Context: an optimization exercise on an open-source flow, tuned for small area, a short achievable clock period and few clock cycles per item. The choices shown serve that exercise and are no tape-out recipe.
No run shown here included a check of the RTL's function; only the layout flow was run.
Power and IR drop assume default switching activity.

<file path="design/flow/design.v">
module smlb_compositor #(
    parameter H = 64                       
) (
    input  wire        clk,
    input  wire        rst,                
    input  wire        in_valid,
    output wire        in_ready,
    input  wire [47:0] in_src,
    input  wire [47:0] in_row,
    input  wire        in_last,
    input  wire [15:0] in_hwy,
    input  wire [2:0]  in_shift,
    input  wire [7:0]  in_bright,
    input  wire        in_ck_en,
    input  wire [47:0] in_ck_key,
    input  wire [15:0] in_ck_first,
    input  wire [15:0] in_ck_last,
    output reg         out_valid,
    input  wire        out_ready,
    output reg  [47:0] out_row,
    output reg         out_last,
    output reg  [1:0]  out_status
);
    localparam [1:0] ST_OK = 2'd0, ST_SATURATED = 2'd1, ST_RANGE = 2'd2;
    reg  k_valid;
    wire adv = !k_valid;
    assign in_ready = adv;
    wire       in_range = (in_shift > 3'd4) || (in_hwy >= H);
    wire [5:0] hwy_lo   = in_hwy[5:0];
    wire       below    = (in_ck_first[15:6] != 10'd0) || (hwy_lo < in_ck_first[5:0]);
    wire       above    = (in_ck_last[15:6] == 10'd0) && (hwy_lo > in_ck_last[5:0]);
    wire       in_keyed = in_src == in_ck_key;
    wire       in_skip  = in_range || (in_bright == 8'd0) ||
                          (in_ck_en && (below || above || in_keyed));
    function [16:0] correct_raw;           
        input [15:0] v;
        input [2:0]  s;
        reg   [19:0] t;
        begin
            t = {4'd0, v} << s;
            if (t[19:16] != 4'd0)
                correct_raw = {1'b1, 16'hFFFF};
            else
                correct_raw = {1'b0, t[15:0]};
        end
    endfunction
    wire [16:0] in_cr = correct_raw(in_src[47:32], in_shift);
    wire [16:0] in_cg = correct_raw(in_src[31:16], in_shift);
    wire [16:0] in_cb = correct_raw(in_src[15:0],  in_shift);
    reg        s1_valid;
    reg [47:0] s1_t, s1_row;
    reg [7:0]  s1_bright;
    reg        s1_skip, s1_clamp, s1_range, s1_last;
    always @(posedge clk) begin
        if (rst)
            s1_valid <= 1'b0;
        else if (adv)
            s1_valid <= in_valid;
    end
    always @(posedge clk) begin
        if (adv) begin
            s1_t      <= {in_cr[15:0], in_cg[15:0], in_cb[15:0]};
            s1_row    <= in_row;
            s1_bright <= in_bright;
            s1_skip   <= in_skip;
            s1_clamp  <= in_cr[16] || in_cg[16] || in_cb[16];
            s1_range  <= in_range;
            s1_last   <= in_last;
        end
    end
    wire [7:0]  br_eff = s1_skip ? 8'd0 : s1_bright;
    wire [23:0] nr, ng, nb;
    smlb_numer u_nr (.o(s1_row[47:32]), .t(s1_t[47:32]), .br(br_eff), .n(nr));
    smlb_numer u_ng (.o(s1_row[31:16]), .t(s1_t[31:16]), .br(br_eff), .n(ng));
    smlb_numer u_nb (.o(s1_row[15:0]),  .t(s1_t[15:0]),  .br(br_eff), .n(nb));
    wire pix_sat = !s1_skip && s1_clamp;
    reg row_sat;
    wire [1:0] status = s1_range             ? ST_RANGE :
                        (row_sat || pix_sat) ? ST_SATURATED : ST_OK;
    reg        s2_valid;
    reg [23:0] s2_nr, s2_ng, s2_nb;
    reg [1:0]  s2_status;
    reg        s2_last;
    always @(posedge clk) begin
        if (rst) begin
            s2_valid <= 1'b0;
            row_sat  <= 1'b0;
        end else if (adv) begin
            s2_valid <= s1_valid;
            if (s1_valid)
                row_sat <= s1_last ? 1'b0 : (row_sat || pix_sat);
        end
    end
    always @(posedge clk) begin
        if (adv) begin
            s2_nr     <= nr;
            s2_ng     <= ng;
            s2_nb     <= nb;
            s2_status <= s1_last ? status : ST_OK;
            s2_last   <= s1_last;
        end
    end
    wire [15:0] qr, qg, qb;
    smlb_div255 u_qr (.n(s2_nr), .q(qr));
    smlb_div255 u_qg (.n(s2_ng), .q(qg));
    smlb_div255 u_qb (.n(s2_nb), .q(qb));
    wire [50:0] res = {qr, qg, qb, s2_last, s2_status};
    reg  [50:0] k_data;
    wire        o_free = !out_valid || out_ready;
    always @(posedge clk) begin
        if (rst) begin
            out_valid <= 1'b0;
            k_valid   <= 1'b0;
        end else if (o_free) begin
            out_valid <= k_valid || s2_valid;
            k_valid   <= 1'b0;
        end else if (!k_valid) begin
            k_valid   <= s2_valid;
        end
    end
    always @(posedge clk) begin
        if (!k_valid)
            k_data <= res;
        if (o_free)
            {out_row, out_last, out_status} <= k_valid ? k_data : res;
    end
endmodule
module smlb_div255 (
    input  wire [23:0] n,
    output wire [15:0] q
);
    wire [7:0]  a  = n[23:16];
    wire [16:0] m1 = {1'b0, n[15:0]} + {9'd0, a} + 17'd1;
    wire [9:0]  lo = {2'b0, m1[7:0]} + {1'b0, m1[16:8]};
    assign q = {a, a} + {7'd0, m1[16:8]} + {15'd0, lo[8]};
endmodule
module smlb_numer (
    input  wire [15:0] o,
    input  wire [15:0] t,
    input  wire [7:0]  br,
    output wire [23:0] n
);
    wire r0_0 = br[0] ? t[0] : o[0];
    wire r0_1 = br[0] ? t[1] : o[1];
    wire r0_2 = br[0] ? t[2] : o[2];
    wire r0_3 = br[0] ? t[3] : o[3];
    wire r0_4 = br[0] ? t[4] : o[4];
    wire r0_5 = br[0] ? t[5] : o[5];
    wire r0_6 = br[0] ? t[6] : o[6];
    wire r0_7 = br[0] ? t[7] : o[7];
    wire r0_8 = br[0] ? t[8] : o[8];
    wire r0_9 = br[0] ? t[9] : o[9];
    wire r0_10 = br[0] ? t[10] : o[10];
    wire r0_11 = br[0] ? t[11] : o[11];
    wire r0_12 = br[0] ? t[12] : o[12];
    wire r0_13 = br[0] ? t[13] : o[13];
    wire r0_14 = br[0] ? t[14] : o[14];
    wire r0_15 = br[0] ? t[15] : o[15];
    wire r1_0 = br[1] ? t[0] : o[0];
    wire r1_1 = br[1] ? t[1] : o[1];
    wire r1_2 = br[1] ? t[2] : o[2];
    wire r1_3 = br[1] ? t[3] : o[3];
    wire r1_4 = br[1] ? t[4] : o[4];
    wire r1_5 = br[1] ? t[5] : o[5];
    wire r1_6 = br[1] ? t[6] : o[6];
    wire r1_7 = br[1] ? t[7] : o[7];
    wire r1_8 = br[1] ? t[8] : o[8];
    wire r1_9 = br[1] ? t[9] : o[9];
    wire r1_10 = br[1] ? t[10] : o[10];
    wire r1_11 = br[1] ? t[11] : o[11];
    wire r1_12 = br[1] ? t[12] : o[12];
    wire r1_13 = br[1] ? t[13] : o[13];
    wire r1_14 = br[1] ? t[14] : o[14];
    wire r1_15 = br[1] ? t[15] : o[15];
    wire r2_0 = br[2] ? t[0] : o[0];
    wire r2_1 = br[2] ? t[1] : o[1];
    wire r2_2 = br[2] ? t[2] : o[2];
    wire r2_3 = br[2] ? t[3] : o[3];
    wire r2_4 = br[2] ? t[4] : o[4];
    wire r2_5 = br[2] ? t[5] : o[5];
    wire r2_6 = br[2] ? t[6] : o[6];
    wire r2_7 = br[2] ? t[7] : o[7];
    wire r2_8 = br[2] ? t[8] : o[8];
    wire r2_9 = br[2] ? t[9] : o[9];
    wire r2_10 = br[2] ? t[10] : o[10];
    wire r2_11 = br[2] ? t[11] : o[11];
    wire r2_12 = br[2] ? t[12] : o[12];
    wire r2_13 = br[2] ? t[13] : o[13];
    wire r2_14 = br[2] ? t[14] : o[14];
    wire r2_15 = br[2] ? t[15] : o[15];
    wire r3_0 = br[3] ? t[0] : o[0];
    wire r3_1 = br[3] ? t[1] : o[1];
    wire r3_2 = br[3] ? t[2] : o[2];
    wire r3_3 = br[3] ? t[3] : o[3];
    wire r3_4 = br[3] ? t[4] : o[4];
    wire r3_5 = br[3] ? t[5] : o[5];
    wire r3_6 = br[3] ? t[6] : o[6];
    wire r3_7 = br[3] ? t[7] : o[7];
    wire r3_8 = br[3] ? t[8] : o[8];
    wire r3_9 = br[3] ? t[9] : o[9];
    wire r3_10 = br[3] ? t[10] : o[10];
    wire r3_11 = br[3] ? t[11] : o[11];
    wire r3_12 = br[3] ? t[12] : o[12];
    wire r3_13 = br[3] ? t[13] : o[13];
    wire r3_14 = br[3] ? t[14] : o[14];
    wire r3_15 = br[3] ? t[15] : o[15];
    wire r4_0 = br[4] ? t[0] : o[0];
    wire r4_1 = br[4] ? t[1] : o[1];
    wire r4_2 = br[4] ? t[2] : o[2];
    wire r4_3 = br[4] ? t[3] : o[3];
    wire r4_4 = br[4] ? t[4] : o[4];
    wire r4_5 = br[4] ? t[5] : o[5];
    wire r4_6 = br[4] ? t[6] : o[6];
    wire r4_7 = br[4] ? t[7] : o[7];
    wire r4_8 = br[4] ? t[8] : o[8];
    wire r4_9 = br[4] ? t[9] : o[9];
    wire r4_10 = br[4] ? t[10] : o[10];
    wire r4_11 = br[4] ? t[11] : o[11];
    wire r4_12 = br[4] ? t[12] : o[12];
    wire r4_13 = br[4] ? t[13] : o[13];
    wire r4_14 = br[4] ? t[14] : o[14];
    wire r4_15 = br[4] ? t[15] : o[15];
    wire r5_0 = br[5] ? t[0] : o[0];
    wire r5_1 = br[5] ? t[1] : o[1];
    wire r5_2 = br[5] ? t[2] : o[2];
    wire r5_3 = br[5] ? t[3] : o[3];
    wire r5_4 = br[5] ? t[4] : o[4];
    wire r5_5 = br[5] ? t[5] : o[5];
    wire r5_6 = br[5] ? t[6] : o[6];
    wire r5_7 = br[5] ? t[7] : o[7];
    wire r5_8 = br[5] ? t[8] : o[8];
    wire r5_9 = br[5] ? t[9] : o[9];
    wire r5_10 = br[5] ? t[10] : o[10];
    wire r5_11 = br[5] ? t[11] : o[11];
    wire r5_12 = br[5] ? t[12] : o[12];
    wire r5_13 = br[5] ? t[13] : o[13];
    wire r5_14 = br[5] ? t[14] : o[14];
    wire r5_15 = br[5] ? t[15] : o[15];
    wire r6_0 = br[6] ? t[0] : o[0];
    wire r6_1 = br[6] ? t[1] : o[1];
    wire r6_2 = br[6] ? t[2] : o[2];
    wire r6_3 = br[6] ? t[3] : o[3];
    wire r6_4 = br[6] ? t[4] : o[4];
    wire r6_5 = br[6] ? t[5] : o[5];
    wire r6_6 = br[6] ? t[6] : o[6];
    wire r6_7 = br[6] ? t[7] : o[7];
    wire r6_8 = br[6] ? t[8] : o[8];
    wire r6_9 = br[6] ? t[9] : o[9];
    wire r6_10 = br[6] ? t[10] : o[10];
    wire r6_11 = br[6] ? t[11] : o[11];
    wire r6_12 = br[6] ? t[12] : o[12];
    wire r6_13 = br[6] ? t[13] : o[13];
    wire r6_14 = br[6] ? t[14] : o[14];
    wire r6_15 = br[6] ? t[15] : o[15];
    wire r7_0 = br[7] ? t[0] : o[0];
    wire r7_1 = br[7] ? t[1] : o[1];
    wire r7_2 = br[7] ? t[2] : o[2];
    wire r7_3 = br[7] ? t[3] : o[3];
    wire r7_4 = br[7] ? t[4] : o[4];
    wire r7_5 = br[7] ? t[5] : o[5];
    wire r7_6 = br[7] ? t[6] : o[6];
    wire r7_7 = br[7] ? t[7] : o[7];
    wire r7_8 = br[7] ? t[8] : o[8];
    wire r7_9 = br[7] ? t[9] : o[9];
    wire r7_10 = br[7] ? t[10] : o[10];
    wire r7_11 = br[7] ? t[11] : o[11];
    wire r7_12 = br[7] ? t[12] : o[12];
    wire r7_13 = br[7] ? t[13] : o[13];
    wire r7_14 = br[7] ? t[14] : o[14];
    wire r7_15 = br[7] ? t[15] : o[15];
    wire w1;
    wire w2;
    wire w3;
    wire w4;
    wire w5;
    wire w6;
    wire w7;
    wire w8;
    wire w9;
    wire w10;
    wire w11;
    wire w12;
    wire w13;
    wire w14;
    wire w15;
    wire w16;
    wire w17;
    wire w18;
    wire w19;
    wire w20;
    wire w21;
    wire w22;
    wire w23;
    wire w24;
    wire w25;
    wire w26;
    wire w27;
    wire w28;
    wire w29;
    wire w30;
    wire w31;
    wire w32;
    wire w33;
    wire w34;
    wire w35;
    wire w36;
    wire w37;
    wire w38;
    wire w39;
    wire w40;
    wire w41;
    wire w42;
    wire w43;
    wire w44;
    wire w45;
    wire w46;
    wire w47;
    wire w48;
    wire w49;
    wire w50;
    wire w51;
    wire w52;
    wire w53;
    wire w54;
    wire w55;
    wire w56;
    wire w57;
    wire w58;
    wire w59;
    wire w60;
    wire w61;
    wire w62;
    wire w63;
    wire w64;
    wire w65;
    wire w66;
    wire w67;
    wire w68;
    wire w69;
    wire w70;
    wire w71;
    wire w72;
    wire w73;
    wire w74;
    wire w75;
    wire w76;
    wire w77;
    wire w78;
    wire w79;
    wire w80;
    wire w81;
    wire w82;
    wire w83;
    wire w84;
    wire w85;
    wire w86;
    wire w87;
    wire w88;
    wire w89;
    wire w90;
    wire w91;
    wire w92;
    wire w93;
    wire w94;
    wire w95;
    wire w96;
    wire w97;
    wire w98;
    wire w99;
    wire w100;
    wire w101;
    wire w102;
    wire w103;
    wire w104;
    wire w105;
    wire w106;
    wire w107;
    wire w108;
    wire w109;
    wire w110;
    wire w111;
    wire w112;
    wire w113;
    wire w114;
    wire w115;
    wire w116;
    wire w117;
    wire w118;
    wire w119;
    wire w120;
    wire w121;
    wire w122;
    wire w123;
    wire w124;
    wire w125;
    wire w126;
    wire w127;
    wire w128;
    wire w129;
    wire w130;
    wire w131;
    wire w132;
    wire w133;
    wire w134;
    wire w135;
    wire w136;
    wire w137;
    wire w138;
    wire w139;
    wire w140;
    wire w141;
    wire w142;
    wire w143;
    wire w144;
    wire w145;
    wire w146;
    wire w147;
    wire w148;
    wire w149;
    wire w150;
    wire w151;
    wire w152;
    wire w153;
    wire w154;
    wire w155;
    wire w156;
    wire w157;
    wire w158;
    wire w159;
    wire w160;
    wire w161;
    wire w162;
    wire w163;
    wire w164;
    wire w165;
    wire w166;
    wire w167;
    wire w168;
    wire w169;
    wire w170;
    wire w171;
    wire w172;
    wire w173;
    wire w174;
    wire w175;
    wire w176;
    wire w177;
    wire w178;
    wire w179;
    wire w180;
    wire w181;
    wire w182;
    wire w183;
    wire w184;
    wire w185;
    wire w186;
    wire w187;
    wire w188;
    wire w189;
    wire w190;
    wire w191;
    wire w192;
    wire w193;
    wire w194;
    wire w195;
    wire w196;
    wire w197;
    wire w198;
    wire w199;
    wire w200;
    wire w201;
    wire w202;
    wire w203;
    wire w204;
    wire w205;
    wire w206;
    wire w207;
    wire w208;
    wire w209;
    wire w210;
    wire w211;
    wire w212;
    wire w213;
    wire w214;
    wire w215;
    wire w216;
    wire w217;
    wire w218;
    wire w219;
    wire w220;
    wire w221;
    wire w222;
    wire w223;
    wire w224;
    wire w225;
    wire w226;
    wire w227;
    wire w228;
    wire w229;
    wire w230;
    wire w231;
    wire w232;
    wire w233;
    wire w234;
    wire w235;
    wire w236;
    wire w237;
    wire w238;
    wire w239;
    wire w240;
    wire w241;
    wire w242;
    wire w243;
    wire w244;
    wire w245;
    wire w246;
    wire w247;
    wire w248;
    wire w249;
    wire w250;
    wire w251;
    wire w252;
    wire w253;
    wire w254;
    wire w255;
    wire w256;
    wire w257;
    wire w258;
    wire w259;
    wire w260;
    wire w261;
    wire w262;
    wire w263;
    wire w264;
    wire w265;
    wire w266;
    wire w267;
    wire w268;
    wire w269;
    wire w270;
    wire w271;
    wire w272;
    wire w273;
    wire w274;
    wire w275;
    wire w276;
    wire w277;
    wire w278;
    wire w279;
    wire w280;
    wire w281;
    wire w282;
    wire w283;
    wire w284;
    wire w285;
    wire w286;
    wire w287;
    wire w288;
    wire w289;
    wire w290;
    wire w291;
    wire w292;
    wire w293;
    wire w294;
    wire w295;
    wire w296;
    wire w297;
    wire w298;
    wire w299;
    wire w300;
    wire w301;
    wire w302;
    wire w303;
    wire w304;
    wire w305;
    wire w306;
    wire w307;
    wire w308;
    wire w309;
    wire w310;
    wire w311;
    wire w312;
    wire w313;
    wire w314;
    wire w315;
    wire w316;
    wire w317;
    wire w318;
    wire w319;
    wire w320;
    wire w321;
    wire w322;
    wire w323;
    wire w324;
    wire w325;
    wire w326;
    wire w327;
    wire w328;
    wire w329;
    wire w330;
    wire w331;
    wire w332;
    wire w333;
    wire w334;
    wire w335;
    wire w336;
    wire w337;
    wire w338;
    wire w339;
    wire w340;
    assign w1 = r0_6 ^ r1_5;
    assign w2 = r0_6 & r1_5;
    assign w3 = r0_7 ^ r1_6 ^ r2_5;
    assign w4 = (r0_7 & r1_6) | (r0_7 & r2_5) | (r1_6 & r2_5);
    assign w5 = r3_4 ^ r4_3;
    assign w6 = r3_4 & r4_3;
    assign w7 = r0_8 ^ r1_7 ^ r2_6;
    assign w8 = (r0_8 & r1_7) | (r0_8 & r2_6) | (r1_7 & r2_6);
    assign w9 = r3_5 ^ r4_4 ^ r5_3;
    assign w10 = (r3_5 & r4_4) | (r3_5 & r5_3) | (r4_4 & r5_3);
    assign w11 = r0_9 ^ r1_8 ^ r2_7;
    assign w12 = (r0_9 & r1_8) | (r0_9 & r2_7) | (r1_8 & r2_7);
    assign w13 = r3_6 ^ r4_5 ^ r5_4;
    assign w14 = (r3_6 & r4_5) | (r3_6 & r5_4) | (r4_5 & r5_4);
    assign w15 = r0_10 ^ r1_9 ^ r2_8;
    assign w16 = (r0_10 & r1_9) | (r0_10 & r2_8) | (r1_9 & r2_8);
    assign w17 = r3_7 ^ r4_6 ^ r5_5;
    assign w18 = (r3_7 & r4_6) | (r3_7 & r5_5) | (r4_6 & r5_5);
    assign w19 = r0_11 ^ r1_10 ^ r2_9;
    assign w20 = (r0_11 & r1_10) | (r0_11 & r2_9) | (r1_10 & r2_9);
    assign w21 = r3_8 ^ r4_7 ^ r5_6;
    assign w22 = (r3_8 & r4_7) | (r3_8 & r5_6) | (r4_7 & r5_6);
    assign w23 = r0_12 ^ r1_11 ^ r2_10;
    assign w24 = (r0_12 & r1_11) | (r0_12 & r2_10) | (r1_11 & r2_10);
    assign w25 = r3_9 ^ r4_8 ^ r5_7;
    assign w26 = (r3_9 & r4_8) | (r3_9 & r5_7) | (r4_8 & r5_7);
    assign w27 = r0_13 ^ r1_12 ^ r2_11;
    assign w28 = (r0_13 & r1_12) | (r0_13 & r2_11) | (r1_12 & r2_11);
    assign w29 = r3_10 ^ r4_9 ^ r5_8;
    assign w30 = (r3_10 & r4_9) | (r3_10 & r5_8) | (r4_9 & r5_8);
    assign w31 = r0_14 ^ r1_13 ^ r2_12;
    assign w32 = (r0_14 & r1_13) | (r0_14 & r2_12) | (r1_13 & r2_12);
    assign w33 = r3_11 ^ r4_10 ^ r5_9;
    assign w34 = (r3_11 & r4_10) | (r3_11 & r5_9) | (r4_10 & r5_9);
    assign w35 = r0_15 ^ r1_14 ^ r2_13;
    assign w36 = (r0_15 & r1_14) | (r0_15 & r2_13) | (r1_14 & r2_13);
    assign w37 = r3_12 ^ r4_11 ^ r5_10;
    assign w38 = (r3_12 & r4_11) | (r3_12 & r5_10) | (r4_11 & r5_10);
    assign w39 = r1_15 ^ r2_14 ^ r3_13;
    assign w40 = (r1_15 & r2_14) | (r1_15 & r3_13) | (r2_14 & r3_13);
    assign w41 = r4_12 ^ r5_11;
    assign w42 = r4_12 & r5_11;
    assign w43 = r2_15 ^ r3_14 ^ r4_13;
    assign w44 = (r2_15 & r3_14) | (r2_15 & r4_13) | (r3_14 & r4_13);
    assign w45 = r0_4 ^ r1_3;
    assign w46 = r0_4 & r1_3;
    assign w47 = r0_5 ^ r1_4 ^ r2_3;
    assign w48 = (r0_5 & r1_4) | (r0_5 & r2_3) | (r1_4 & r2_3);
    assign w49 = r3_2 ^ r4_1;
    assign w50 = r3_2 & r4_1;
    assign w51 = w1 ^ r2_4 ^ r3_3;
    assign w52 = (w1 & r2_4) | (w1 & r3_3) | (r2_4 & r3_3);
    assign w53 = r4_2 ^ r5_1 ^ r6_0;
    assign w54 = (r4_2 & r5_1) | (r4_2 & r6_0) | (r5_1 & r6_0);
    assign w55 = w2 ^ w3 ^ w5;
    assign w56 = (w2 & w3) | (w2 & w5) | (w3 & w5);
    assign w57 = r5_2 ^ r6_1 ^ r7_0;
    assign w58 = (r5_2 & r6_1) | (r5_2 & r7_0) | (r6_1 & r7_0);
    assign w59 = w4 ^ w6 ^ w7;
    assign w60 = (w4 & w6) | (w4 & w7) | (w6 & w7);
    assign w61 = w9 ^ r6_2 ^ r7_1;
    assign w62 = (w9 & r6_2) | (w9 & r7_1) | (r6_2 & r7_1);
    assign w63 = w8 ^ w10 ^ w11;
    assign w64 = (w8 & w10) | (w8 & w11) | (w10 & w11);
    assign w65 = w13 ^ r6_3 ^ r7_2;
    assign w66 = (w13 & r6_3) | (w13 & r7_2) | (r6_3 & r7_2);
    assign w67 = w12 ^ w14 ^ w15;
    assign w68 = (w12 & w14) | (w12 & w15) | (w14 & w15);
    assign w69 = w17 ^ r6_4 ^ r7_3;
    assign w70 = (w17 & r6_4) | (w17 & r7_3) | (r6_4 & r7_3);
    assign w71 = w16 ^ w18 ^ w19;
    assign w72 = (w16 & w18) | (w16 & w19) | (w18 & w19);
    assign w73 = w21 ^ r6_5 ^ r7_4;
    assign w74 = (w21 & r6_5) | (w21 & r7_4) | (r6_5 & r7_4);
    assign w75 = w20 ^ w22 ^ w23;
    assign w76 = (w20 & w22) | (w20 & w23) | (w22 & w23);
    assign w77 = w25 ^ r6_6 ^ r7_5;
    assign w78 = (w25 & r6_6) | (w25 & r7_5) | (r6_6 & r7_5);
    assign w79 = w24 ^ w26 ^ w27;
    assign w80 = (w24 & w26) | (w24 & w27) | (w26 & w27);
    assign w81 = w29 ^ r6_7 ^ r7_6;
    assign w82 = (w29 & r6_7) | (w29 & r7_6) | (r6_7 & r7_6);
    assign w83 = w28 ^ w30 ^ w31;
    assign w84 = (w28 & w30) | (w28 & w31) | (w30 & w31);
    assign w85 = w33 ^ r6_8 ^ r7_7;
    assign w86 = (w33 & r6_8) | (w33 & r7_7) | (r6_8 & r7_7);
    assign w87 = w32 ^ w34 ^ w35;
    assign w88 = (w32 & w34) | (w32 & w35) | (w34 & w35);
    assign w89 = w37 ^ r6_9 ^ r7_8;
    assign w90 = (w37 & r6_9) | (w37 & r7_8) | (r6_9 & r7_8);
    assign w91 = w36 ^ w38 ^ w39;
    assign w92 = (w36 & w38) | (w36 & w39) | (w38 & w39);
    assign w93 = w41 ^ r6_10 ^ r7_9;
    assign w94 = (w41 & r6_10) | (w41 & r7_9) | (r6_10 & r7_9);
    assign w95 = w40 ^ w42 ^ w43;
    assign w96 = (w40 & w42) | (w40 & w43) | (w42 & w43);
    assign w97 = r5_12 ^ r6_11 ^ r7_10;
    assign w98 = (r5_12 & r6_11) | (r5_12 & r7_10) | (r6_11 & r7_10);
    assign w99 = w44 ^ r3_15 ^ r4_14;
    assign w100 = (w44 & r3_15) | (w44 & r4_14) | (r3_15 & r4_14);
    assign w101 = r5_13 ^ r6_12 ^ r7_11;
    assign w102 = (r5_13 & r6_12) | (r5_13 & r7_11) | (r6_12 & r7_11);
    assign w103 = r4_15 ^ r5_14 ^ r6_13;
    assign w104 = (r4_15 & r5_14) | (r4_15 & r6_13) | (r5_14 & r6_13);
    assign w105 = r0_3 ^ r1_2;
    assign w106 = r0_3 & r1_2;
    assign w107 = w45 ^ r2_2 ^ r3_1;
    assign w108 = (w45 & r2_2) | (w45 & r3_1) | (r2_2 & r3_1);
    assign w109 = w46 ^ w47 ^ w49;
    assign w110 = (w46 & w47) | (w46 & w49) | (w47 & w49);
    assign w111 = w48 ^ w50 ^ w51;
    assign w112 = (w48 & w50) | (w48 & w51) | (w50 & w51);
    assign w113 = w52 ^ w54 ^ w55;
    assign w114 = (w52 & w54) | (w52 & w55) | (w54 & w55);
    assign w115 = w56 ^ w58 ^ w59;
    assign w116 = (w56 & w58) | (w56 & w59) | (w58 & w59);
    assign w117 = w60 ^ w62 ^ w63;
    assign w118 = (w60 & w62) | (w60 & w63) | (w62 & w63);
    assign w119 = w64 ^ w66 ^ w67;
    assign w120 = (w64 & w66) | (w64 & w67) | (w66 & w67);
    assign w121 = w68 ^ w70 ^ w71;
    assign w122 = (w68 & w70) | (w68 & w71) | (w70 & w71);
    assign w123 = w72 ^ w74 ^ w75;
    assign w124 = (w72 & w74) | (w72 & w75) | (w74 & w75);
    assign w125 = w76 ^ w78 ^ w79;
    assign w126 = (w76 & w78) | (w76 & w79) | (w78 & w79);
    assign w127 = w80 ^ w82 ^ w83;
    assign w128 = (w80 & w82) | (w80 & w83) | (w82 & w83);
    assign w129 = w84 ^ w86 ^ w87;
    assign w130 = (w84 & w86) | (w84 & w87) | (w86 & w87);
    assign w131 = w88 ^ w90 ^ w91;
    assign w132 = (w88 & w90) | (w88 & w91) | (w90 & w91);
    assign w133 = w92 ^ w94 ^ w95;
    assign w134 = (w92 & w94) | (w92 & w95) | (w94 & w95);
    assign w135 = w96 ^ w98 ^ w99;
    assign w136 = (w96 & w98) | (w96 & w99) | (w98 & w99);
    assign w137 = w100 ^ w102 ^ w103;
    assign w138 = (w100 & w102) | (w100 & w103) | (w102 & w103);
    assign w139 = w104 ^ r5_15 ^ r6_14;
    assign w140 = (w104 & r5_15) | (w104 & r6_14) | (r5_15 & r6_14);
    assign w141 = r0_2 ^ r1_1;
    assign w142 = r0_2 & r1_1;
    assign w143 = w105 ^ r2_1 ^ r3_0;
    assign w144 = (w105 & r2_1) | (w105 & r3_0) | (r2_1 & r3_0);
    assign w145 = w106 ^ w107 ^ r4_0;
    assign w146 = (w106 & w107) | (w106 & r4_0) | (w107 & r4_0);
    assign w147 = w108 ^ w109 ^ r5_0;
    assign w148 = (w108 & w109) | (w108 & r5_0) | (w109 & r5_0);
    assign w149 = w110 ^ w111 ^ w53;
    assign w150 = (w110 & w111) | (w110 & w53) | (w111 & w53);
    assign w151 = w112 ^ w113 ^ w57;
    assign w152 = (w112 & w113) | (w112 & w57) | (w113 & w57);
    assign w153 = w114 ^ w115 ^ w61;
    assign w154 = (w114 & w115) | (w114 & w61) | (w115 & w61);
    assign w155 = w116 ^ w117 ^ w65;
    assign w156 = (w116 & w117) | (w116 & w65) | (w117 & w65);
    assign w157 = w118 ^ w119 ^ w69;
    assign w158 = (w118 & w119) | (w118 & w69) | (w119 & w69);
    assign w159 = w120 ^ w121 ^ w73;
    assign w160 = (w120 & w121) | (w120 & w73) | (w121 & w73);
    assign w161 = w122 ^ w123 ^ w77;
    assign w162 = (w122 & w123) | (w122 & w77) | (w123 & w77);
    assign w163 = w124 ^ w125 ^ w81;
    assign w164 = (w124 & w125) | (w124 & w81) | (w125 & w81);
    assign w165 = w126 ^ w127 ^ w85;
    assign w166 = (w126 & w127) | (w126 & w85) | (w127 & w85);
    assign w167 = w128 ^ w129 ^ w89;
    assign w168 = (w128 & w129) | (w128 & w89) | (w129 & w89);
    assign w169 = w130 ^ w131 ^ w93;
    assign w170 = (w130 & w131) | (w130 & w93) | (w131 & w93);
    assign w171 = w132 ^ w133 ^ w97;
    assign w172 = (w132 & w133) | (w132 & w97) | (w133 & w97);
    assign w173 = w134 ^ w135 ^ w101;
    assign w174 = (w134 & w135) | (w134 & w101) | (w135 & w101);
    assign w175 = w136 ^ w137 ^ r7_12;
    assign w176 = (w136 & w137) | (w136 & r7_12) | (w137 & r7_12);
    assign w177 = w138 ^ w139 ^ r7_13;
    assign w178 = (w138 & w139) | (w138 & r7_13) | (w139 & r7_13);
    assign w179 = w140 ^ r6_15 ^ r7_14;
    assign w180 = (w140 & r6_15) | (w140 & r7_14) | (r6_15 & r7_14);
    assign w181 = r0_1 & r1_0;
    assign w182 = r0_1 ^ r1_0;
    assign w183 = w141 & r2_0;
    assign w184 = w141 ^ r2_0;
    assign w185 = w142 & w143;
    assign w186 = w142 ^ w143;
    assign w187 = w144 & w145;
    assign w188 = w144 ^ w145;
    assign w189 = w146 & w147;
    assign w190 = w146 ^ w147;
    assign w191 = w148 & w149;
    assign w192 = w148 ^ w149;
    assign w193 = w150 & w151;
    assign w194 = w150 ^ w151;
    assign w195 = w152 & w153;
    assign w196 = w152 ^ w153;
    assign w197 = w154 & w155;
    assign w198 = w154 ^ w155;
    assign w199 = w156 & w157;
    assign w200 = w156 ^ w157;
    assign w201 = w158 & w159;
    assign w202 = w158 ^ w159;
    assign w203 = w160 & w161;
    assign w204 = w160 ^ w161;
    assign w205 = w162 & w163;
    assign w206 = w162 ^ w163;
    assign w207 = w164 & w165;
    assign w208 = w164 ^ w165;
    assign w209 = w166 & w167;
    assign w210 = w166 ^ w167;
    assign w211 = w168 & w169;
    assign w212 = w168 ^ w169;
    assign w213 = w170 & w171;
    assign w214 = w170 ^ w171;
    assign w215 = w172 & w173;
    assign w216 = w172 ^ w173;
    assign w217 = w174 & w175;
    assign w218 = w174 ^ w175;
    assign w219 = w176 & w177;
    assign w220 = w176 ^ w177;
    assign w221 = w178 & w179;
    assign w222 = w178 ^ w179;
    assign w223 = w180 & r7_15;
    assign w224 = w180 ^ r7_15;
    assign w225 = w182 & r0_0;
    assign w226 = w185 | (w186 & w183);
    assign w227 = w186 & w184;
    assign w228 = w189 | (w190 & w187);
    assign w229 = w190 & w188;
    assign w230 = w193 | (w194 & w191);
    assign w231 = w194 & w192;
    assign w232 = w197 | (w198 & w195);
    assign w233 = w198 & w196;
    assign w234 = w201 | (w202 & w199);
    assign w235 = w202 & w200;
    assign w236 = w205 | (w206 & w203);
    assign w237 = w206 & w204;
    assign w238 = w209 | (w210 & w207);
    assign w239 = w210 & w208;
    assign w240 = w213 | (w214 & w211);
    assign w241 = w214 & w212;
    assign w242 = w217 | (w218 & w215);
    assign w243 = w218 & w216;
    assign w244 = w221 | (w222 & w219);
    assign w245 = w222 & w220;
    assign w246 = w183 | (w184 & w181);
    assign w247 = w184 & w225;
    assign w248 = w226 | (w227 & w181);
    assign w249 = w227 & w225;
    assign w250 = w191 | (w192 & w228);
    assign w251 = w192 & w229;
    assign w252 = w230 | (w231 & w228);
    assign w253 = w231 & w229;
    assign w254 = w199 | (w200 & w232);
    assign w255 = w200 & w233;
    assign w256 = w234 | (w235 & w232);
    assign w257 = w235 & w233;
    assign w258 = w207 | (w208 & w236);
    assign w259 = w208 & w237;
    assign w260 = w238 | (w239 & w236);
    assign w261 = w239 & w237;
    assign w262 = w215 | (w216 & w240);
    assign w263 = w216 & w241;
    assign w264 = w242 | (w243 & w240);
    assign w265 = w243 & w241;
    assign w266 = w223 | (w224 & w244);
    assign w267 = w224 & w245;
    assign w268 = w187 | (w188 & w248);
    assign w269 = w188 & w249;
    assign w270 = w228 | (w229 & w248);
    assign w271 = w229 & w249;
    assign w272 = w250 | (w251 & w248);
    assign w273 = w251 & w249;
    assign w274 = w252 | (w253 & w248);
    assign w275 = w253 & w249;
    assign w276 = w203 | (w204 & w256);
    assign w277 = w204 & w257;
    assign w278 = w236 | (w237 & w256);
    assign w279 = w237 & w257;
    assign w280 = w258 | (w259 & w256);
    assign w281 = w259 & w257;
    assign w282 = w260 | (w261 & w256);
    assign w283 = w261 & w257;
    assign w284 = w219 | (w220 & w264);
    assign w285 = w220 & w265;
    assign w286 = w244 | (w245 & w264);
    assign w287 = w245 & w265;
    assign w288 = w266 | (w267 & w264);
    assign w289 = w267 & w265;
    assign w290 = w195 | (w196 & w274);
    assign w291 = w196 & w275;
    assign w292 = w232 | (w233 & w274);
    assign w293 = w233 & w275;
    assign w294 = w254 | (w255 & w274);
    assign w295 = w255 & w275;
    assign w296 = w256 | (w257 & w274);
    assign w297 = w257 & w275;
    assign w298 = w276 | (w277 & w274);
    assign w299 = w277 & w275;
    assign w300 = w278 | (w279 & w274);
    assign w301 = w279 & w275;
    assign w302 = w280 | (w281 & w274);
    assign w303 = w281 & w275;
    assign w304 = w282 | (w283 & w274);
    assign w305 = w283 & w275;
    assign w306 = w211 | (w212 & w304);
    assign w307 = w212 & w305;
    assign w308 = w240 | (w241 & w304);
    assign w309 = w241 & w305;
    assign w310 = w262 | (w263 & w304);
    assign w311 = w263 & w305;
    assign w312 = w264 | (w265 & w304);
    assign w313 = w265 & w305;
    assign w314 = w284 | (w285 & w304);
    assign w315 = w285 & w305;
    assign w316 = w286 | (w287 & w304);
    assign w317 = w287 & w305;
    assign w318 = w288 | (w289 & w304);
    assign w319 = w289 & w305;
    assign w320 = w184 ^ w181;
    assign w321 = w186 ^ w246;
    assign w322 = w188 ^ w248;
    assign w323 = w190 ^ w268;
    assign w324 = w192 ^ w270;
    assign w325 = w194 ^ w272;
    assign w326 = w196 ^ w274;
    assign w327 = w198 ^ w290;
    assign w328 = w200 ^ w292;
    assign w329 = w202 ^ w294;
    assign w330 = w204 ^ w296;
    assign w331 = w206 ^ w298;
    assign w332 = w208 ^ w300;
    assign w333 = w210 ^ w302;
    assign w334 = w212 ^ w304;
    assign w335 = w214 ^ w306;
    assign w336 = w216 ^ w308;
    assign w337 = w218 ^ w310;
    assign w338 = w220 ^ w312;
    assign w339 = w222 ^ w314;
    assign w340 = w224 ^ w316;
    assign n = {w318, w340, w339, w338, w337, w336, w335, w334, w333, w332, w331, w330, w329, w328, w327, w326, w325, w324, w323, w322, w321, w320, w182, r0_0};
endmodule
</file>
<file path="design/flow/run.sh">
#!/bin/bash
# synth_recipe.tcl (not shown) runs the flow's synth.tcl, then flattens the netlist and writes it again
# the make line also repeats each setting of config.mk as NAME=value (left out here)
make -C /OpenROAD-flow-scripts/flow DESIGN_CONFIG=/design/flow/config.mk WORK_HOME=/design/flow/orfs CLKGATE_MAP_FILE= SYNTH_SCRIPT=/design/flow/synth_recipe.tcl finish
</file>
<file path="design/flow/config.mk">
export PLATFORM = sky130hd
export DESIGN_NAME = smlb_compositor
export DESIGN_NICKNAME = smlb_compositor
export VERILOG_FILES = /design/flow/design.v
export SDC_FILE = /design/flow/constraint.sdc
export NUM_CORES = 4
export LEC_CHECK = 0
export CAP_MARGIN = 20
export CORE_MARGIN = 2
export CORE_UTILIZATION = 40
export PLACE_DENSITY = 0.6
export SLEW_MARGIN = 20
</file>
<file path="design/flow/constraint.sdc">
create_clock -name core_clock -period 24.0 [get_ports {clk}]
set_input_delay 4.8000 -clock core_clock [delete_from_list [all_inputs] [get_ports {clk}]]
set_output_delay 4.8000 -clock core_clock [all_outputs]
set_load 0.01 [all_outputs]
</file>
==> qor.csv, run 1 <==
stage;metric;value;unit
floorplanning;Die X;268;um
timing;worst setup margin;17.12;ns
route;Vias/cell;5.32;
synth;syn nets;3182;
cts;clock buffer depth;3;
cts;hold_buf cts;0;
worst_setup_path;r2r endpoint;out_row[42];
finish;Nets;3391;
timing;fmax;0.145;GHz
floorplanning;# rows;96;
route;routed vias;19700;
worst_setup_path;r2r startpoint;s2_nr[17];
synth;Seq/Total Area, Yosys;0.291;
synth;top cells by area, synth;edfxtp_1 25%, fa_1 19%, mux2i_1 10%;
cts;TritonCTS clock tree;built;
worst_setup_path;startpoint types;register;
cts;H-tree Lvls;2;
timing;RSZ-0062 raised after global routing;false;
global_route;Tot GR Track Use;0.198;
global_route;antenna violations before repair;1;
floorplanning;IO Count;262;
finish;layout cells sized above 1;0.0999;
worst_setup_path;r2r setup slk;17.13;ns
cts;Clock Latency Late Sink;0.56;ns
worst_setup_path;arrival time worst endpoint;2.08;ns
min_path;hold path start;k_data[23];
worst_setup_path;Setup CP Type;register to primary output;
global_route;pin count of the biggest net entering global routing;74;
synth;Main synth FF type;edfxtp_1;
cts;clk root buf;clkbuf_16;
synth;Synth Area per Inst;11.0;sq um
cts;post-CTS setup repair buffer count;0;
placed_design;global placement routability congestion;0.964;
finish;Area growth syn-to-layout;16.6;%
timing;setup TNS;0;ns
worst_setup_path;R2R cell count;22;
synth;Synth top cells by count;288 x inv_1, 283 x mux2i_1, 270 x fa_1, 234 x edfxtp_1, 167 x ha_1;
route;routed length per instance;19.0;um
route;DR DRC count;0;
cts;CTS resizes;0;
worst_setup_path;CP Max Fanout;58;
synth;most numerous cell in the Yosys netlist;inv_1;
floorplanning;initial core utilization;0.406;
timing;Tmin final;6.88;ns
synth;Synth Cell Area;28000;sq um
synth;Synth cell types;65;
floorplanning;core footprint;68900;sq um
placed_design;number of port buffers;261;
route;DR iter-0 viols;1288;
timing;final setup vio count;0;
min_path;Min-Delay Path Class;register to register;
synth;Yosys warning total;1;
timing;Slew Limit Fails;0;
global_route;grt ovf;0;
finish;fillcell total;6294;
floorplanning;Die Height;268;um
timing;Final Skew;0.0196;ns
cts;CTS Buf Count;35;
timing;final hold violation count;0;
synth;Synth top area share;0.251;
timing;Tcrit/Tclk final;0.287;
min_path;Hold Path Sink;k_data[23];
route;final WL;70.2;mm
finish;Core Util, Final;0.473;
power_and_ir_drop;Pleak;12.5;nW
power_and_ir_drop;Max IR drop VDD;0.0000651;V
worst_setup_path;Worst Path Required;19.20;ns
synth;Post-Syn Instances;2536;
timing;slew margin rel.;0.347;
synth;Yosys reg bits;290;
min_path;Cells on Worst Hold Path;1;
route;DRT Pass-1 Iters;5;
placed_design;worst slack at placement;16.60;ns
synth;largest area contributor in the netlist;edfxtp_1;
placed_design;post-DP HPWL;55.2;mm
run;Max Cap Viol;0;
route;DRT antenna net count;0;
timing;Worst Max-Slew Pin Slew;0.979;ns
cts;Clock transition at path regs;0.06;ns
cts;Num Clock Sinks;290;
floorplanning;Die Footprint;72100;sq um
power_and_ir_drop;PwrDens;125;nW/um^2
synth;EDFF count, synth;234;
run_status;status;timing/DRC/antenna clean;
global_route;first-pass GRT wire length;113;mm
worst_setup_path;CP Capture Type;primary output;
global_route;vias in the first global route;20800;
synth;async set or reset register ratio after synthesis;0;
[report_power, final]
group	switching [mW]	leakage (nW)	total [mW]	internal, mW
combinational	1.39	9.07	2.54	1.14
sequential	0.142	2.87	1.00	0.859
clock	0.219	0.546	0.522	0.303
total	1.75	12.5	4.06	2.31
[layer usage]
metal	share of wire	vias to the layer above	track usage	wire, um
li1	-	9398	-	-
met5	0.00019	-	0	13
met4	0.027	2	0.0613	1870
met2	0.47	519	0.326	32900
met1	0.46	9692	0.274	32000
met3	0.047	101	0.0237	3330
[metrics by stage]
step                instance area (sq um)  hold WS [ns]  total power [mW]  cells
detailed placement                  31500         0.443              3.55   3639
finish                              32600         0.452              4.06   3704
CTS                                 32600         0.457              4.10   3703
global route                        32600         0.488              4.47   3703
floorplan                           28000         0.423              2.84   2536
global placement                    31500         0.434              3.46   3639
[state kept, by name, summed over array words and instances (netlist names), 2 cells and up]
signal / count
out_row: 48
s2_nr: 24
s1_bright: 8
s2_nb: 24
s1_t: 48
out_status: 2
s2_ng: 24
k_data: 51
s1_row: 48
s2_status: 2
[area by class of cell]
type                       count  area (sq um)  share of cell area
sequential                   290          8150               0.250
inverter                     289          1090              0.0335
clock inverter                19           160             0.00491
tap                          931          1160              0.0357
timing repair buffer         277          2720              0.0835
antenna                        1          2.50           0.0000768
multi-input combinational   1852         18300               0.562
clock buffer                  45           976              0.0299
[how the worst max path moves through the flow]
stage	slack [ns]	endpoint	cells after the start	from
3_5_place_dp	16.60	s1_skip	9	in_ck_last[3]
6_report	17.12	in_ready	2	k_valid
3_3_place_gp	16.70	s1_skip	9	in_ck_last[3]
5_1_grt	16.80	out_row[42]	22	s2_nr[17]
4_1_cts	17.04	in_ready	2	k_valid
2_1_floorplan	13.36	in_ready	3	k_valid
[cell usage in the layout (no fill, tap or decap), drive strengths merged, types with 25 or more instances in the layout]
| cell type | netlist | routed |
|---|---|---|
| nor4 | 27 | 27 |
| ha | 167 | 167 |
| xnor2 | 78 | 78 |
| edfxtp | 234 | 234 |
| nor2 | 76 | 76 |
| nand3 | 36 | 36 |
| dfxtp | 56 | 56 |
| xor2 | 79 | 79 |
| o21ai | 100 | 100 |
| mux2 | 166 | 166 |
| o211ai | 48 | 48 |
| a21oi | 99 | 99 |
| nand2 | 119 | 119 |
| nor2b | 25 | 25 |
| fa | 270 | 270 |
| mux2i | 284 | 284 |
| inv | 288 | 294 |
| clkbuf | 30 | 45 |
| a21o | 39 | 39 |
| clkdlybuf4s50 | 0 | 259 |
| o21a | 27 | 27 |
[cell families after synthesis]
group / after synthesis / share of synthesized area
AO/OA/AOI/OAI: 417 / 0.0979
XOR/XNOR: 157 / 0.0492
adder cells (fa/ha/maj): 439 / 0.269
buffers and inverters: 394 / 0.0555
flip-flops: 290 / 0.291
multiplexers: 450 / 0.169
AND/OR/NAND/NOR: 389 / 0.0685
[critical path: stages (launching register included)]
cell	delay, ns
dfxtp_4	0.47
inv_8	0.36
clkdlybuf4s50_1	0.62
==> inputs of run 2 (changes only) <==
==> design/flow/flow/run.sh (new file) <==
#!/bin/bash
# Standard layout, with the timing repair asked to leave a setup margin so
# that it works on the paths that set the achieved period.
set -e
bash standard.sh SETUP_SLACK_MARGIN=17.5 finish > standard.log 2>&1
==> design/flow/standard.sh (new file) <==
#!/bin/bash
# synth_recipe.tcl (not shown) runs the flow's synth.tcl, then flattens the netlist and writes it again
# the make line also repeats each setting of config.mk as NAME=value (left out here)
make -C /OpenROAD-flow-scripts/flow DESIGN_CONFIG=/design/flow/config.mk WORK_HOME=/design/flow/orfs CLKGATE_MAP_FILE= SYNTH_SCRIPT=/design/flow/synth_recipe.tcl "${@:-finish}"
removed: design/flow/run.sh
==> qor.csv, run 2 <==
stage;metric;value;unit
synth;most numerous cell in the Yosys netlist;inv_1;
global_route;grt ovf;0;
power_and_ir_drop;Pleak;12.7;nW
finish;Area growth syn-to-layout;18.1;%
synth;Synth top area share;0.251;
timing;Tcrit/Tclk final;0.267;
floorplanning;core footprint;68900;sq um
timing;setup TNS;0;ns
route;DRT Pass-1 Iters;7;
synth;Yosys warning total;1;
timing;RSZ-0062 raised after global routing;true;
global_route;vias in the first global route;20800;
global_route;Tot GR Track Use;0.204;
worst_setup_path;R2R cell count;22;
synth;Synth Area per Inst;11.0;sq um
synth;post-synthesis xor/xnor area fraction;0.0492;
synth;largest family of logic cells by synthesized area;adder cells;
global_route;pin count of the biggest net entering global routing;76;
floorplanning;Die X;268;um
floorplanning;initial core utilization;0.406;
cts;Num Clock Sinks;290;
timing;Tmin final;6.41;ns
finish;commonest non-fill, non-tap cell in the layout;inv_1;
cts;clk root buf;clkbuf_16;
min_path;Cells on Worst Hold Path;1;
run;Max Cap Viol;0;
synth;Post-Synth Simple-Gate Area;0.0685;
worst_setup_path;startpoint types;input port;
timing;worst setup margin;17.59;ns
synth;Synth top cells by count;288 x inv_1, 283 x mux2i_1, 270 x fa_1, 234 x edfxtp_1, 167 x ha_1;
synth;Seq/Total Area, Yosys;0.291;
placed_design;post-DP HPWL;56.5;mm
synth;Synth Cell Area;28000;sq um
placed_design;worst slack at placement;16.58;ns
route;routed length per instance;19.7;um
route;final WL;73.1;mm
global_route;first-pass GRT wire length;116;mm
synth;Yosys reg bits;290;
timing;final setup vio count;0;
cts;Clock Latency Late Sink;0.56;ns
synth;largest area contributor in the netlist;edfxtp_1;
power_and_ir_drop;PwrDens;125;nW/um^2
route;routed vias;19900;
synth;Synth cell types;65;
finish;commonest cells after routing, fill and taps aside;285 x inv_1, 283 x mux2i_1, 270 x fa_1;
worst_setup_path;arrival time worst endpoint;6.70;ns
timing;Final Skew;0.0257;ns
power_and_ir_drop;Max IR drop VDD;0.0000766;V
floorplanning;IO Count;262;
synth;Post-Syn Instances;2536;
synth;Post-Synth Adder-Cell Area;0.269;
route;Vias/cell;5.34;
synth;compound-cell area share of the yosys netlist;0.0979;
route;DR DRC count;0;
timing;Worst Max-Slew Pin Slew;1.05;ns
worst_setup_path;Setup CP Type;input port to register;
global_route;antenna violations before repair;2;
min_path;Min-Delay Path Class;register to register;
route;DRT antenna net count;0;
worst_setup_path;Worst Path Required;24.29;ns
synth;async set or reset register ratio after synthesis;0;
run_status;status;timing/DRC/antenna clean;
floorplanning;Die Footprint;72100;sq um
finish;ANT cells;0;
placed_design;number of port buffers;261;
finish;Reg with most FFs;k_data;
timing;fmax;0.156;GHz
cts;CTS Buf Count;36;
finish;Nets;3405;
floorplanning;# rows;96;
worst_setup_path;CP Capture Type;register;
synth;top cells by area, synth;edfxtp_1 25%, fa_1 19%, mux2i_1 10%;
synth;EDFF count, synth;234;
synth;Main synth FF type;edfxtp_1;
route;DR iter-0 viols;1155;
finish;layout cells sized above 1;0.111;
cts;TritonCTS clock tree;built;
cts;Clock transition at path regs;0.06;ns
cts;H-tree Lvls;2;
worst_setup_path;CP Max Fanout;1;
floorplanning;Die Height;268;um
timing;final hold violation count;0;
finish;max FFs per register;51;
timing;Slew Limit Fails;0;
placed_design;global placement routability congestion;0.905;
timing;slew margin rel.;0.303;
cts;clock buffer depth;3;
synth;syn nets;3182;
synth;mux contribution to synthesized area;0.169;
[run 2: power breakdown]
group / leakage [nW] / internal (mW) / total, mW / switching [mW]
Clock: 0.611 / 0.348 / 0.570 / 0.222
Combinational: 9.22 / 1.15 / 2.55 / 1.40
Sequential: 2.87 / 0.859 / 1.00 / 0.143
[run 2: critical path, stage by stage]
cell and delay (ns):
clkdlybuf4s50_1 0.47, ha_1 0.15, inv_1 0.04, a21o_1 0.23
a221oi_4 0.29, o2111ai_2 0.13, a211o_1 0.30, a221o_1 0.30
[run 2: kinds of logic (layout without fill, tap and decap cells)]
family                   Yosys count  after routing
multiplexers                     450            450
adder cells (fa/ha/maj)          439            439
AO/OA/AOI/OAI                    417            417
buffers and inverters            394            644
AND/OR/NAND/NOR                  389            389
flip-flops                       290            290
XOR/XNOR                         157            157
[run 2: cell type report]
cell class | count | area (sq um)
fillers | 6302 | 35900
multi-input cells | 1852 | 18400
flip-flops and latches | 290 | 8150
repair buffers | 289 | 2890
well taps | 931 | 1160
inverters | 289 | 1110
clock buffers | 44 | 982
clock inverters | 21 | 268
repair inverters | 1 | 8.76
[run 2: metrics by stage]
step / hold WS (ns) / area (sq um) / util / cells / power, mW
2_1_floorplan: 0.423 / 28000 / - / 2536 / 2.84
3_3_place_gp: 0.432 / 31500 / 0.457 / 3640 / 3.48
3_5_place_dp: 0.443 / 31500 / 0.457 / 3640 / 3.55
4_1_cts: 0.457 / 32900 / 0.477 / 3712 / 4.15
5_1_grt: 0.464 / 33000 / 0.479 / 3717 / 4.54
6_report: 0.452 / 33000 / 0.479 / 3717 / 4.13
[run 2: path summary, 6_finish.rpt]
check / slack (ns) / endpoint / startpoint
setup / recovery: 17.59 / s1_skip / in_ck_last[0]
hold / removal: 0.45 / k_data[23] / k_data[23]
setup reg to reg: 17.84 / out_row[42] / s2_nr[17]
hold reg to reg: 0.45 / k_data[23] / k_data[23]
[run 2: routing by layer]
metal	global-route usage	up-vias	wire, um
met2	0.331	518	33800
met1	0.283	9789	33900
met4	0.0583	4	1960
met3	0.0303	108	3350
met5	0	-	26
li1	-	9431	-
[run 2: what timing repair did]
item / in CTS / in global routing
endpoints found under the setup margin: 57 / 52
pin swaps: 8 / 7
hold buffers: 0 / 0
cloned: 1 / 0
gates resized for setup: 23 / 24
setup buffers: 6 / 5
==> inputs of run 3 (changes only) <==
==> design/flow/flow/run.sh (replaced) <==
#!/bin/bash
# Standard layout, with the timing repair asked to leave a setup margin so
# that it works on the paths that set the achieved period.
set -e
bash standard.sh SETUP_SLACK_MARGIN=19.5 finish > standard.log 2>&1
==> qor.csv, run 3 <==
stage;metric;value;unit
finish;max FFs per register;51;
cts;clock buffer depth;3;
route;final WL;91.8;mm
cts;TritonCTS clock tree;built;
floorplanning;Die X;268;um
timing;Worst Max-Slew Pin Slew;1.07;ns
synth;syn nets;3182;
finish;commonest cells after routing, fill and taps aside;251 x inv_1, 234 x edfxtp_1, 206 x fa_1;
route;Vias/cell;5.47;
finish;commonest non-fill, non-tap cell in the layout;inv_1;
run_status;status;timing/DRC/antenna clean;
worst_setup_path;arrival time worst endpoint;6.45;ns
power_and_ir_drop;PwrDens;145;nW/um^2
power_and_ir_drop;Pleak;15.7;nW
timing;setup TNS;0;ns
synth;Synth Area per Inst;11.0;sq um
timing;fmax;0.163;GHz
worst_setup_path;Critical-path top delay cell;a221o_1;
cts;hold_buf cts;0;
timing;RSZ-0062 raised after global routing;true;
timing;Slew Limit Fails;0;
worst_setup_path;r2r startpoint;s1_skip;
placed_design;placed cells;3639;
finish;Reg with most FFs;k_data;
power_and_ir_drop;Max IR drop VDD;0.0000979;V
global_route;grt ovf;0;
synth;Yosys warning total;1;
worst_setup_path;startpoint types;input port;
synth;Post-Syn Instances;2536;
cts;CTS Buf Count;36;
placed_design;number of port buffers;261;
worst_setup_path;worst-path cell chain;buf_8, inv_12, ha_4, a21o_1, a21o_1, a221oi_2, o2111ai_1, a211o_1, a221o_1;
cts;Clock Latency Late Sink;0.56;ns
floorplanning;initial core utilization;0.406;
worst_setup_path;CP Max Fanout;2;
route;DR DRC count;0;
timing;hold_ws;0.451;ns
worst_setup_path;Top Family by Delay on Critical Path;compound AO/OA/AOI/OAI gates;
worst_setup_path;r2r endpoint;s2_nr[16];
floorplanning;# rows;96;
timing;Tmin final;6.15;ns
route;DR iter-0 viols;1442;
worst_setup_path;CP Capture Type;register;
global_route;first-pass GRT wire length;136;mm
synth;Synth top cells by count;288 x inv_1, 283 x mux2i_1, 270 x fa_1, 234 x edfxtp_1, 167 x ha_1;
finish;fin cells;4046;
global_route;pin count of the biggest net entering global routing;89;
timing;final setup vio count;0;
route;DRT Pass-1 Iters;5;
synth;Seq/Total Area, Yosys;0.291;
placed_design;post-DP HPWL;57.2;mm
route;routed vias;22100;
synth;EDFF count, synth;234;
synth;Yosys reg bits;290;
worst_setup_path;Setup CP Type;input port to register;
min_path;Hold Path Sink;k_data[6];
finish;Area growth syn-to-layout;44.2;%
placed_design;global placement routability congestion;0.902;
min_path;Min-Delay Path Class;register to register;
run;Max Cap Viol;0;
synth;top cells by area, synth;edfxtp_1 25%, fa_1 19%, mux2i_1 10%;
timing;Final Skew;0.0128;ns
synth;Synth top area share;0.251;
route;DRT antenna net count;0;
worst_setup_path;Worst Path Required;24.30;ns
floorplanning;Die Height;268;um
global_route;vias in the first global route;23200;
synth;Synth Cell Area;28000;sq um
cts;Num Clock Sinks;290;
timing;final hold violation count;0;
floorplanning;IO Count;262;
worst_setup_path;Most common cell on crit path;a21o_1;
synth;most numerous cell in the Yosys netlist;inv_1;
synth;async set or reset register ratio after synthesis;0;
worst_setup_path;WP buf/inv;2;
min_path;Cells on Worst Hold Path;2;
route;routed length per instance;22.7;um
cts;clk root buf;clkbuf_16;
global_route;Tot GR Track Use;0.246;
worst_setup_path;R2R cell count;22;
worst_setup_path;slowest stage delay, CP;0.28;ns
global_route;antenna violations before repair;0;
synth;largest area contributor in the netlist;edfxtp_1;
min_path;hold path start;k_data[6];
finish;Nets;3735;
finish;layout cells sized above 1;0.402;
finish;ANT cells;0;
synth;Synth cell types;65;
timing;Tcrit/Tclk final;0.256;
cts;H-tree Lvls;2;
cts;Clock transition at path regs;0.06;ns
floorplanning;core footprint;68900;sq um
worst_setup_path;r2r setup slk;18.67;ns
floorplanning;Die Footprint;72100;sq um
synth;Main synth FF type;edfxtp_1;
timing;slew margin rel.;0.287;
## run 3: timing repair
| action | in CTS | in global routing |
|---|---|---|
| setup buffers | 217 | 83 |
| pin swaps | 247 | 215 |
| resized for setup | 1087 | 238 |
| cloned | 39 | 4 |
| setup endpoints to repair | 362 | 356 |
## run 3: routing by layer
| metal | vias up | share of wire | GRT usage |
|---|---|---|---|
| met4 | 0 | 0.031 | 0.0710 |
| met2 | 695 | 0.50 | 0.429 |
| met1 | 11200 | 0.42 | 0.317 |
| met3 | 152 | 0.052 | 0.0337 |
| li1 | 10100 | - | - |
| met5 | - | 0 | 0 |
## run 3: cell families after synthesis
group	share of synthesized area
xor gates and xnor gates	0.0492
and+or+nand+nor	0.0685
buffers and inverters	0.0555
muxes	0.169
AOI/OAI and AO/OA	0.0979
adders and majority gates	0.269
DFF	0.291
## run 3: area by class of cell
type                       count  area (sq um)
sequential                   290          8160
tap                          931          1160
multi-input combinational   1858         21900
clock buffer                  42           933
timing repair buffer         612          6770
timing repair inverter         2          16.3
fill                        5479         28600
clock inverter                22           246
inverter                     289          1120
## run 3: worst max-delay path by stage
stage	startpoint	to	slack, ns	depth (start not counted)
floorplan	in_ck_last[3]	s1_skip	17.49	8
global placement	in_shift[0]	s1_t[21]	16.61	7
detailed placement	in_shift[0]	s1_t[21]	16.51	7
CTS	in_ck_last[3]	s1_skip	17.87	9
global route	in_shift[0]	s1_t[12]	17.79	12
finish	in_ck_last[3]	s1_skip	17.85	9
## run 3: stage by stage
| step | utilization | area [sq um] | worst slack (ns) | power, mW |
|---|---|---|---|---|
| finish | 0.585 | 40300 | 17.85 | 5.84 |
| floorplan | - | 29100 | 17.49 | 3.05 |
| CTS | 0.555 | 38300 | 17.87 | 5.14 |
| global route | 0.585 | 40300 | 17.79 | 6.24 |
| detailed placement | 0.468 | 32300 | 16.51 | 3.77 |
| global placement | 0.468 | 32300 | 16.61 | 3.69 |
## run 3: worst min-delay path: stages (launching register included)
cell and delay [ns]:
dfxtp_1 0.31, nand2_1 0.06, o21ai_2 0.06
## run 3: report_power, final
group	internal (mW)	leakage, nW	switching, mW	total (mW)
clock network	0.332	0.575	0.220	0.552
logic	2.20	12.3	2.10	4.29
registers	0.859	2.87	0.136	0.995
total	3.39	15.7	2.45	5.84
==> inputs of run 4 (changes only) <==
==> design/flow/flow/run.sh (replaced) <==
#!/bin/bash
# Standard layout, with the timing repair asked to leave a setup margin so
# that it works on the paths that set the achieved period.
set -e
bash standard.sh SETUP_SLACK_MARGIN=18.5 finish > standard.log 2>&1
==> qor.csv, run 4 <==
stage;metric;value;unit
route;DR DRC count;0;
route;DRT Pass-1 Iters;5;
cts;Clock Latency Late Sink;0.55;ns
synth;Synth Cell Area;28000;sq um
power_and_ir_drop;Logic pwr share;0.662;
cts;H-tree Lvls;2;
floorplanning;initial core utilization;0.406;
route;DRT antenna net count;0;
timing;worst setup margin;17.78;ns
timing;slew margin rel.;0.357;
worst_setup_path;R2R cell count;24;
timing;Tmin final;6.22;ns
route;Vias/cell;5.41;
power_and_ir_drop;clock share of power;0.121;
worst_setup_path;startpoint types;input port;
timing;Worst Max-Slew Pin Slew;0.965;ns
synth;Yosys warning total;1;
worst_setup_path;r2r endpoint;out_row[12];
synth;top cells by area, synth;edfxtp_1 25%, fa_1 19%, mux2i_1 10%;
floorplanning;Die Footprint;72100;sq um
synth;syn nets;3182;
cts;clk root buf;clkbuf_16;
timing;final hold violation count;0;
finish;Nets;3563;
run_status;status;timing/DRC/antenna clean;
floorplanning;core footprint;68900;sq um
global_route;vias in the first global route;21700;
cts;clock buffer depth;3;
route;routed length per instance;20.8;um
synth;async set or reset register ratio after synthesis;0;
synth;Post-Syn Instances;2536;
cts;Clock transition at path regs;0.06;ns
floorplanning;Die Height;268;um
global_route;first-pass GRT wire length;124;mm
worst_setup_path;CP Max Fanout;3;
run;Max Cap Viol;0;
placed_design;global placement routability congestion;0.962;
finish;max FFs per register;51;
worst_setup_path;slowest stage delay, CP;0.61;ns
synth;Main synth FF type;edfxtp_1;
finish;Area growth syn-to-layout;28.2;%
floorplanning;# rows;96;
worst_setup_path;arrival time worst endpoint;6.52;ns
placed_design;worst slack at placement;16.25;ns
cts;Num Clock Sinks;290;
global_route;Tot GR Track Use;0.221;
floorplanning;IO Count;262;
worst_setup_path;launch point of the critical path;in_src[1];
power_and_ir_drop;Pleak;14.0;nW
timing;Final Skew;0.0146;ns
timing;Slew Limit Fails;0;
worst_setup_path;Setup CP Type;input port to register;
worst_setup_path;Worst Path Required;24.30;ns
route;final WL;80.6;mm
finish;fillcell total;6074;
worst_setup_path;worst-path cell chain;clkdlybuf4s50_1, xor2_1, nor4_1, nand4_1, nor3_2, a211o_1, a221o_1;
placed_design;number of port buffers;261;
synth;Synth Area per Inst;11.0;sq um
power_and_ir_drop;PwrDens;127;nW/um^2
finish;commonest non-fill, non-tap cell in the layout;inv_1;
worst_setup_path;crit path to;s1_skip;
synth;Synth cell types;65;
global_route;antenna violations before repair;3;
synth;EDFF count, synth;234;
worst_setup_path;r2r startpoint;s2_nb[16];
cts;CTS Buf Count;36;
synth;Seq/Total Area, Yosys;0.291;
finish;area of the multi-input gates;19600;sq um
synth;Synth top cells by count;288 x inv_1, 283 x mux2i_1, 270 x fa_1, 234 x edfxtp_1, 167 x ha_1;
synth;largest area contributor in the netlist;edfxtp_1;
global_route;grt ovf;0;
route;DR iter-0 viols;1383;
finish;commonest cells after routing, fill and taps aside;278 x inv_1, 261 x fa_1, 256 x mux2i_1;
timing;RSZ-0062 raised after global routing;true;
power_and_ir_drop;Max IR drop VDD;0.0000702;V
power_and_ir_drop;Psw;1.95;mW
route;routed vias;21000;
finish;Reg area;8160;sq um
worst_setup_path;Critical-path top delay cell;clkdlybuf4s50_1;
power_and_ir_drop;Seq pwr share;0.218;
worst_setup_path;r2r setup slk;18.60;ns
timing;setup TNS;0;ns
timing;Tcrit/Tclk final;0.259;
power_and_ir_drop;switching share of power;0.428;
floorplanning;Die X;268;um
min_path;Min-Delay Path Class;register to register;
synth;Yosys reg bits;290;
timing;fmax;0.161;GHz
finish;layout cells sized above 1;0.238;
power_and_ir_drop;Internal Power;2.61;mW
placed_design;post-DP HPWL;55.2;mm
cts;TritonCTS clock tree;built;
timing;final setup vio count;0;
finish;ANT cells;0;
worst_setup_path;CP Capture Type;register;
finish;Reg with most FFs;k_data;
synth;most numerous cell in the Yosys netlist;inv_1;
global_route;pin count of the biggest net entering global routing;132;
synth;Synth top area share;0.251;
==> run 4: cell types whose count changed in the layout (fill, tap and decap cells not counted), sizes merged <==
cell / change
clkinvlp: +4
dlymetal6s2s: -7
nand2b: -2
dlygate4sd2: +4
clkbuf: -6
bufbuf: +7
bufinv: -1
clkinv: -3
buf: -236
clkdlybuf4s50: +63
inv: +5
==> run 4: critical path, delay by kind of cell <==
family	cells	cell delay [ns]
buffers and inverters	1	0.61
AND/OR/NAND/NOR	3	0.30
XOR/XNOR	1	0.27
AO/OA/AOI/OAI	2	0.55
==> run 4: area by class of cell <==
class,instances,area share
sequential,290,0.227
timing repair inverter,5,0.00112
inverter,289,0.0313
multi-input combinational,1856,0.548
tap,931,0.0325
clock inverter,24,0.00681
timing repair buffer,439,0.127
clock buffer,40,0.0261
==> run 4: cell families (layout without fill, tap and decap cells) <==
logic type                 Yosys count  count (layout)  share of synthesized area
muxes                              450             450                      0.169
AOI/OAI and AO/OA                  417             417                     0.0979
adders and majority gates          439             439                      0.269
DFF                                290             290                      0.291
xor gates and xnor gates           157             157                     0.0492
and+or+nand+nor                    389             393                     0.0685
buffers and inverters              394             797                     0.0555
==> run 4: what timing repair did <==
action	4_1_cts	5_1_grt
pin swaps	40	90
setup buffers	76	65
gates cloned	31	1
setup endpoints to repair	230	168
hold buffers	0	0
resized for setup	460	149
==> run 4: how the worst min path moves through the flow <==
stage	start	endpoint	slack, ns	cells past startpoint
after detailed placement	k_data[23]	k_data[23]	0.44	1
after global routing	k_data[38]	k_data[38]	0.48	2
final	k_data[23]	k_data[23]	0.45	1
after CTS	k_data[23]	k_data[23]	0.45	1
after floorplan	k_data[11]	k_data[11]	0.42	2
after global placement	k_data[7]	k_data[7]	0.43	1
==> run 4: routing by layer <==
layer	vias to the layer above	wire length, um	global-route usage
met5	-	37	0
met4	6	2650	0.0733
met3	142	3980	0.0328
met1	10400	34500	0.286
met2	626	39400	0.381
li1	9785	-	-
==> run 4: metrics by stage <==
stage	hold slack [ns]	instance area [sq um]	util	total power, mW	instances
2_1_floorplan	0.423	28100	-	2.84	2536
3_3_place_gp	0.435	31600	0.458	3.45	3637
3_5_place_dp	0.439	31600	0.458	3.53	3637
4_1_cts	0.453	34600	0.502	4.21	3808
5_1_grt	0.477	35800	0.520	4.94	3874
6_report	0.449	35800	0.520	4.56	3874
==> run 4: power groups by stage <==
stage | Sequential, mW | Combinational, mW | Clock, mW
4_1_cts | 0.994 | 2.64 | 0.568
3_5_place_dp | 1.01 | 2.52 | 0
2_1_floorplan | 0.965 | 1.88 | 0
5_1_grt | 1.01 | 3.35 | 0.584
3_3_place_gp | 1.01 | 2.44 | 0
6_report | 0.993 | 3.01 | 0.550

## static timing again, ports no longer ideal
How much do the figures lean on ideal ports? The routed layouts below were timed once more, with nothing changed but the port constraints. Step 1: set_driving_cell puts a clkbuf_16 on clk and a buf_2 on each other input, an assumption about the parent block. Step 2 moves the port delays by t, midway between the first and last clock arrival at a register: inputs arrive t later, outputs are due t later. That takes back most of the time a late clock gives input paths. Three values: ideal, step 1, step 2; two values: the first two.
run | t, ns | setup slack, ns | hold slack, ns | slew at the worst register clock pin (ns)
run 1 | 0.603 | 17.116 / 17.062 / 16.605 | 0.452 / 0.452 / 0.452 | 0.06 / 0.06
run 2 | 0.611 | 17.591 / 17.603 / 16.993 | 0.452 / 0.452 / 0.452 | 0.06 / 0.06
run 3 | 0.607 | 17.849 / 17.846 / 17.240 | 0.451 / 0.451 / 0.451 | 0.06 / 0.06
run 4 | 0.605 | 17.776 / 17.804 / 17.199 | 0.449 / 0.449 / 0.449 | 0.06 / 0.06
After both steps every run listed still meets setup and hold. For run 3, which loses most, drivers alone change the setup slack by -0.003 ns; drivers and shift together by -0.609 ns.
